Background: an optimization exercise with open tools, aiming at small area, a short achievable clock period and few clock cycles per item. Do not read the settings as production practice. At most, simulation tests tie the RTL to the original design; equivalence was not proved. No driver is modelled on the clock port, so clock power and skew are understated where the tree is cut down; a real chip needs a root buffer or a tree. No activity file was given, so power comes from the tool's default toggle rates.

==> flow/design.v (excerpt) <==
module sfd_rx (
    input  wire        clk,
    input  wire        rst,
    input  wire        rx_valid,
    input  wire        rx_eof,
    input  wire [7:0]  rx_byte,
    output wire        rx_ready,
    output wire        dout_valid,
    output wire [7:0]  dout_byte,
    input  wire        dout_ready,
    output wire        ctl_valid,
    output wire [15:0] ctl_seq,
    output wire [7:0]  ctl_op,
    output wire [7:0]  ctl_dest,
    output wire [7:0]  ctl_byte,
    output wire        ctl_last,
    input  wire        ctl_ready,
    output wire        tx_valid,
    output wire [7:0]  tx_byte,
    input  wire        tx_ready,
    output wire        anom_opc,
    output wire        anom_eof,
    output wire        irq
);
Size: roughly 750 cells after synthesis, about 200 flip-flops.
export LEC_CHECK = 0
export CAP_MARGIN = 20
export CORE_MARGIN = 2
export CORE_UTILIZATION = 40
export PLACE_DENSITY = 0.6
export SETUP_SLACK_MARGIN = 3.5
export SLEW_MARGIN = 20
create_clock -name core_clock -period 6.0 [get_ports {clk}]
run.sh (not shown) runs the stock make flow with config.mk's settings and CLKGATE_MAP_FILE= SYNTH_SCRIPT=/design/flow/synth_recipe.tcl, a recipe that flattens the netlist after the stock synthesis.
The starting point completed with no timing, DRC or antenna violations.
Testbench counts at the start, summed over its fixed seeds: cycles 35,278, bytes 35,116.
Then changed:
Settings changed: ABC_AREA from default to 1, SETUP_SLACK_MARGIN 3.5 to 4.0.
After rerunning:
- critical path depth climbs by 11
- register-to-register slack gets better by 80 ps
- power decreases by 4.7%
Then changed:
Settings changed: ABC_AREA 1 to default, CTS_BUF_LIST from default to sky130_fd_sc_hd__clkbuf_4 sky130_fd_sc_hd__clkbuf_8.
Outcome: The new run finished with timing, DRC and antenna clean; power is higher by 6.3%; design area goes up by 1.3%; area after synthesis came out lower by 0.86%; combinational power rises by 29%; die area goes down by 0.84%; via count fell by 4.3%; cell count fell by 12%; global-route usage grows by 1.4 points.
Then changed:
Settings changed: CTS_BUF_LIST sky130_fd_sc_hd__clkbuf_4 sky130_fd_sc_hd__clkbuf_8 to default.
Result:
- The changed run completed without violations
- setup slack is better by 35 ps
- design area is lower slightly
- sequential power stays flat
- wire length came out lower slightly
- combinational power came out lower slightly
- clock skew fell by 11 ps
- area after synthesis stays the same
- sequential share of layout area is higher by 0.64 points

---

## birch
Another version of the RTL of sfd_rx (not shown whole).
Size: ~210 flip-flops, about 79 I/O pins, roughly 8800 um2 of cells after synthesis.
Settings: LEC_CHECK=0, CAP_MARGIN=20, CORE_MARGIN=2, CORE_UTILIZATION=60, CTS_CLUSTER_DIAMETER=80, CTS_CLUSTER_SIZE=30, PLACE_DENSITY=0.75, SETUP_SLACK_MARGIN=3.8, SLEW_MARGIN=20; clock period 6.0 ns.
standard.sh (not shown) runs the stock make flow with config.mk's settings and CLKGATE_MAP_FILE= SYNTH_SCRIPT=/design/flow/synth_recipe.tcl, a recipe that flattens the netlist after the stock synthesis.
==> flow/flow/run.sh <==
#!/bin/bash
set -euo pipefail
here=$(pwd)
bash standard.sh \
  "PRE_CTS_TCL=$here/flow/clock_tree.tcl" \
  'BUFFER_PORTS_ARGS=-buffer_cell sky130_fd_sc_hd__buf_2' \
  finish > standard.log 2>&1
Other scripts of this flow, unchanged in this note and not shown: flow/flow/clock_tree.tcl
Input-level comparison between cedar and birch:
Settings: SETUP_SLACK_MARGIN now 4.0, was 3.8.
==> comparison <==
Worst slack on hold paths delta (cedar -> birch): insignificant. cedar ended up with sky130_fd_sc_hd__edfxtp_1 as its cell with the largest stage delay on the worst path; birch ended up with sky130_fd_sc_hd__dfxtp_1. Comparing cell-internal power for birch and cedar, the smaller number came from birch. Looking at final clock period utilization by the worst path across birch and cedar, the one that comes out lower is cedar. Largest stage delay on the critical path, birch and cedar: smaller value in cedar. In the tables for birch and cedar, power reads lower with birch.
Function was not checked in any run of this note: the RTL went through the layout flow alone. In every run of this note, the design's own scripts or RTL, not TritonCTS, make the clock network.

---

Another version of the RTL of sfd_rx (not shown whole).
Size in the first run: roughly 730 cells after synthesis, roughly 210 flip-flops, about 0.0087 mm2 of cells after synthesis.
==> flow/design.v (excerpt) <==
module sfd_rx (
    input  wire        clk,
    input  wire        rst,
    input  wire        rx_valid,
    input  wire        rx_eof,
    input  wire [7:0]  rx_byte,
    output wire        rx_ready,
    output wire        dout_valid,
    output wire [7:0]  dout_byte,
    input  wire        dout_ready,
    output wire        ctl_valid,
    output wire [15:0] ctl_seq,
    output wire [7:0]  ctl_op,
    output wire [7:0]  ctl_dest,
    output wire [7:0]  ctl_byte,
    output wire        ctl_last,
    input  wire        ctl_ready,
    output wire        tx_valid,
    output wire [7:0]  tx_byte,
    input  wire        tx_ready,
    output wire        anom_opc,
    output wire        anom_eof,
    output wire        irq
);
    localparam [7:0] MARKER       = 8'h1B;
    localparam [7:0] LIT_SENTINEL = 8'h1C;
    localparam [7:0] OP_DATA      = 8'h44;
    localparam [7:0] OP_ACK       = 8'h41;
    localparam [3:0] ST_RD = 4'd10;
    localparam [1:0] DS_NORMAL = 2'd0;
    localparam [1:0] DS_SAW1   = 2'd1;
    localparam [1:0] DS_SAW2   = 2'd2;
    function in_catalog(input [7:0] op);
        case (op)
            8'h01, 8'h02, 8'h10, 8'h11, 8'h12, 8'h13, 8'h14, 8'h15,
            8'h16, 8'h17, 8'h18, 8'h20, 8'h21, 8'h22, 8'h23,
            OP_ACK, OP_DATA: in_catalog = 1'b1;
            default:         in_catalog = 1'b0;
        endcase
    endfunction
    reg         rdy;             
    reg         ok_r;            
    reg         sv;              
    reg  [7:0]  sb;
    reg         sb_mk;           
    reg         sb_s;            
    reg         sb_z;            
    reg         sb_1;            
    reg         rx_live;
    reg         opc_flag;
    reg         eof_flag;
    reg         irq_r;
    reg  [3:0]  st;
    reg         in_rd;           
    reg         in_rp;           
    reg         p_last;          
    reg         p_pre;           
    reg  [15:0] hdr_seq;
    reg  [7:0]  hdr_op;
    reg  [7:0]  hdr_dest;
    reg  [15:0] hdr_len;
    reg         hi_z;            
    reg         op_bad;          
    reg         is_data;         
    reg  [15:0] rem;             
    reg         lo_z;            
    reg         last;            
  ...
export LEC_CHECK = 0
export CAP_MARGIN = 20
export CORE_MARGIN = 2
export CORE_UTILIZATION = 60
export CTS_CLUSTER_DIAMETER = 80
export CTS_CLUSTER_SIZE = 30
export PLACE_DENSITY = 0.75
export SETUP_SLACK_MARGIN = 3.8
export SLEW_MARGIN = 20
create_clock -name core_clock -period 6.0 [get_ports {clk}]
==> flow/flow/run.sh <==
#!/bin/bash
set -euo pipefail
here=$(pwd)
bash standard.sh \
  'CTS_ARGS=-clk_nets clk' \
  "PRE_CTS_TCL=$here/flow/clock_tree.tcl" \
  'BUFFER_PORTS_ARGS=-buffer_cell sky130_fd_sc_hd__buf_2' \
  finish > standard.log 2>&1
==> flow/flow/clock_tree.tcl <==
# flip-flops per leaf buffer, and the most root buffers the port drives
set ::LEAF_SIZE 20.0
set ::ROOTS 4

proc bisect {pts np} {
  if {$np <= 1} { return [list $pts] }
  set xs {}; set ys {}
  foreach p $pts { lappend xs [lindex $p 0]; lappend ys [lindex $p 1] }
  set xs [lsort -real $xs]; set ys [lsort -real $ys]
  set dx [expr {[lindex $xs end] - [lindex $xs 0]}]
  set dy [expr {[lindex $ys end] - [lindex $ys 0]}]
  set ix [expr {$dx >= $dy ? 0 : 1}]
  set srt [lsort -real -index $ix $pts]
  set nl [expr {$np / 2}]
  set cut [expr {int(round([llength $pts] * double($nl) / $np))}]
  return [concat [bisect [lrange $srt 0 [expr {$cut - 1}]] $nl] \
                 [bisect [lrange $srt $cut end] [expr {$np - $nl}]]]
}

proc centroid {grp} {
  set sx 0.0; set sy 0.0
  foreach p $grp { set sx [expr {$sx + [lindex $p 0]}]; set sy [expr {$sy + [lindex $p 1]}] }
  set m [llength $grp]
  return [list [expr {$sx / $m}] [expr {$sy / $m}]]
}

set block [ord::get_db_block]
set clknet [$block findNet clk]
set sinks [$clknet getITerms]
set n [llength $sinks]
set K [expr {max(1, int(ceil($n / $::LEAF_SIZE)))}]
set R [expr {min($::ROOTS, $K)}]
puts "manual clock tree: $n sinks, $K leaf buffers, $R root buffers"

set pts {}
set i 0
foreach it $sinks {
  set b [[$it getInst] getBBox]
  lappend pts [list [expr {([$b xMin] + [$b xMax]) / 2.0}] [expr {([$b yMin] + [$b yMax]) / 2.0}] $i]
  incr i
}
set leaves [bisect $pts $K]
set lpts {}
set k 0
foreach g $leaves { lappend lpts [concat [centroid $g] $k]; incr k }
set roots [bisect $lpts $R]

set master [[ord::get_db] findMaster sky130_fd_sc_hd__clkbuf_16]
set rootnets {}
set r 0
foreach rg $roots {
  set ri [odb::dbInst_create $block $master clkbuf_root_$r]
  set rn [odb::dbNet_create $block clknet_root_$r]
  $rn setSigType CLOCK
  set c [centroid $rg]
  $ri setLocation [expr {int([lindex $c 0])}] [expr {int([lindex $c 1])}]
  $ri setPlacementStatus PLACED
  [$ri findITerm A] connect $clknet
  [$ri findITerm X] connect $rn
  foreach lp $rg {
    set k [lindex $lp 2]
    set g [lindex $leaves $k]
    set bi [odb::dbInst_create $block $master clkbuf_leaf_$k]
    set net [odb::dbNet_create $block clknet_leaf_$k]
    $net setSigType CLOCK
    $bi setLocation [expr {int([lindex $lp 0])}] [expr {int([lindex $lp 1])}]
    $bi setPlacementStatus PLACED
    [$bi findITerm A] connect $rn
    [$bi findITerm X] connect $net
    foreach p $g {
      set it [lindex $sinks [lindex $p 2]]
      $it disconnect
      $it connect $net
    }
    puts "leaf $k (root $r): [llength $g] flip-flops"
  }
  incr r
}
set_propagated_clock [all_clocks]
Testbench counts at the start, summed over its fixed seeds: cycles 35,278, bytes 35,116.
Edit:
--- a/flow/flow/run.sh
+++ b/flow/flow/run.sh
@@ -4,3 +4,2 @@
 bash standard.sh \
-  'CTS_ARGS=-clk_nets clk' \
   "PRE_CTS_TCL=$here/flow/clock_tree.tcl" \
--- a/flow/flow/clock_tree.tcl
+++ b/flow/flow/clock_tree.tcl
@@ -79 +79,6 @@
 set_propagated_clock [all_clocks]
+
+rename clock_tree_synthesis orfs_clock_tree_synthesis
+proc clock_tree_synthesis {args} {
+  puts "clock_tree_synthesis skipped: the clock tree was built by clock_tree.tcl"
+}
Settings changed: CORE_UTILIZATION 60 to 50, CTS_CLUSTER_DIAMETER 80 to not set, CTS_CLUSTER_SIZE 30 to not set, PLACE_DENSITY 0.75 to 0.7.
Effect: Die area went up by about a fifth. Flip-flop and latch count does not change. Wire length went down by a few percent. Via count went down by a few percent. Core utilization went down by 13 points. Synthesized area does not change.
Edit:
Settings changed: CORE_UTILIZATION 50 to 60, CTS_CLUSTER_DIAMETER set to 80, CTS_CLUSTER_SIZE set to 30, PLACE_DENSITY 0.7 to 0.75.
After rerunning: Die area is lower by about a fifth. Worst setup slack stays flat. Sequential power is about the same. First-iteration DRC count grows by well over a third. Area after synthesis stays the same. Worst hold slack loses 0.0085 ns.
Edit:
Settings changed: SETUP_SLACK_MARGIN 3.8 to 4.0.
What happened:
- wire length came out higher by 2.6%
- clock skew shrinks by 0.0033 ns
- clock power increases by about 1%
- setup slack improved by 0.013 ns
- die area does not change
- total power rises by about 0.7%
- synthesized cell count does not change
- sequential cell count does not change
- first-iteration DRC count increases by 1.4%
- combinational power goes up by about 20%
Edit:
Settings changed: CORE_UTILIZATION 60 to 70, CTS_CLUSTER_DIAMETER 80 to not set, CTS_CLUSTER_SIZE 30 to not set, PLACE_DENSITY 0.75 to 0.8, SETUP_SLACK_MARGIN 4.0 to 3.8.
Result: Die area drops by 14%. Final area drops by 3.9%. Final cell count drops by 4.7%. Worst setup slack gets worse by 0.088 ns.
In the second, third, fourth and fifth runs of this note the design's own scripts or RTL, not TritonCTS, make the clock network.

what the ideal ports hide:
In the flow no input, the clock included, has a driving cell. The finished layouts below were timed again as built, in two steps.
Step 1 sets driving cells, clkbuf_16 on the clock port and buf_2 on the other inputs (assumed; they add their load-dependent delay and slew).
Step 2 also shifts input and output timing later by t, the mid clock arrival at the registers, as if the neighbouring blocks saw the same clock.
a / b / c = no drivers / after step 1 / after step 2; a / b = the first two.
| run | t, ns | setup WS [ns] | hold WS [ns] | pins driven straight from the clock port |
|---|---|---|---|---|
| the first run of note 1 | 0.535 | 3.546 / 3.500 / 3.034 | 0.419 / 0.419 / 0.419 | 1 |
| the second run of note 1 | 0.535 | 3.690 / 3.652 / 3.298 | 0.413 / 0.413 / 0.413 | 1 |
| the third run of note 1 | 0.558 | 3.659 / 3.615 / 3.439 | 0.416 / 0.416 / 0.416 | 1 |
| the fourth run of note 1 | 0.541 | 3.694 / 3.648 / 3.443 | 0.417 / 0.417 / 0.417 | 1 |
| birch | 0.378 | 3.776 / 3.681 / 3.591 | 0.421 / 0.421 / 0.421 | 4 |
| cedar | 0.369 | 3.901 / 3.811 / 3.683 | 0.424 / 0.424 / 0.424 | 4 |
| the first run of note 3 | 0.583 | 3.673 / 3.628 / 3.285 | 0.423 / 0.423 / 0.423 | 1 |
| the second run of note 3 | 0.376 | 3.899 / 3.811 / 3.588 | 0.424 / 0.424 / 0.424 | 4 |
| the third run of note 3 | 0.366 | 3.900 / 3.812 / 3.640 | 0.415 / 0.415 / 0.415 | 4 |
| the fourth run of note 3 | 0.369 | 3.913 / 3.824 / 3.657 | 0.425 / 0.425 / 0.425 | 4 |
| the fifth run of note 3 | 0.370 | 3.825 / 3.733 / 3.546 | 0.422 / 0.422 / 0.422 | 4 |
After both steps setup and hold are still met in every run listed. The setup slack of the first run of note 1, which loses most, moves by -0.046 ns with the drivers and by -0.512 ns with both steps.
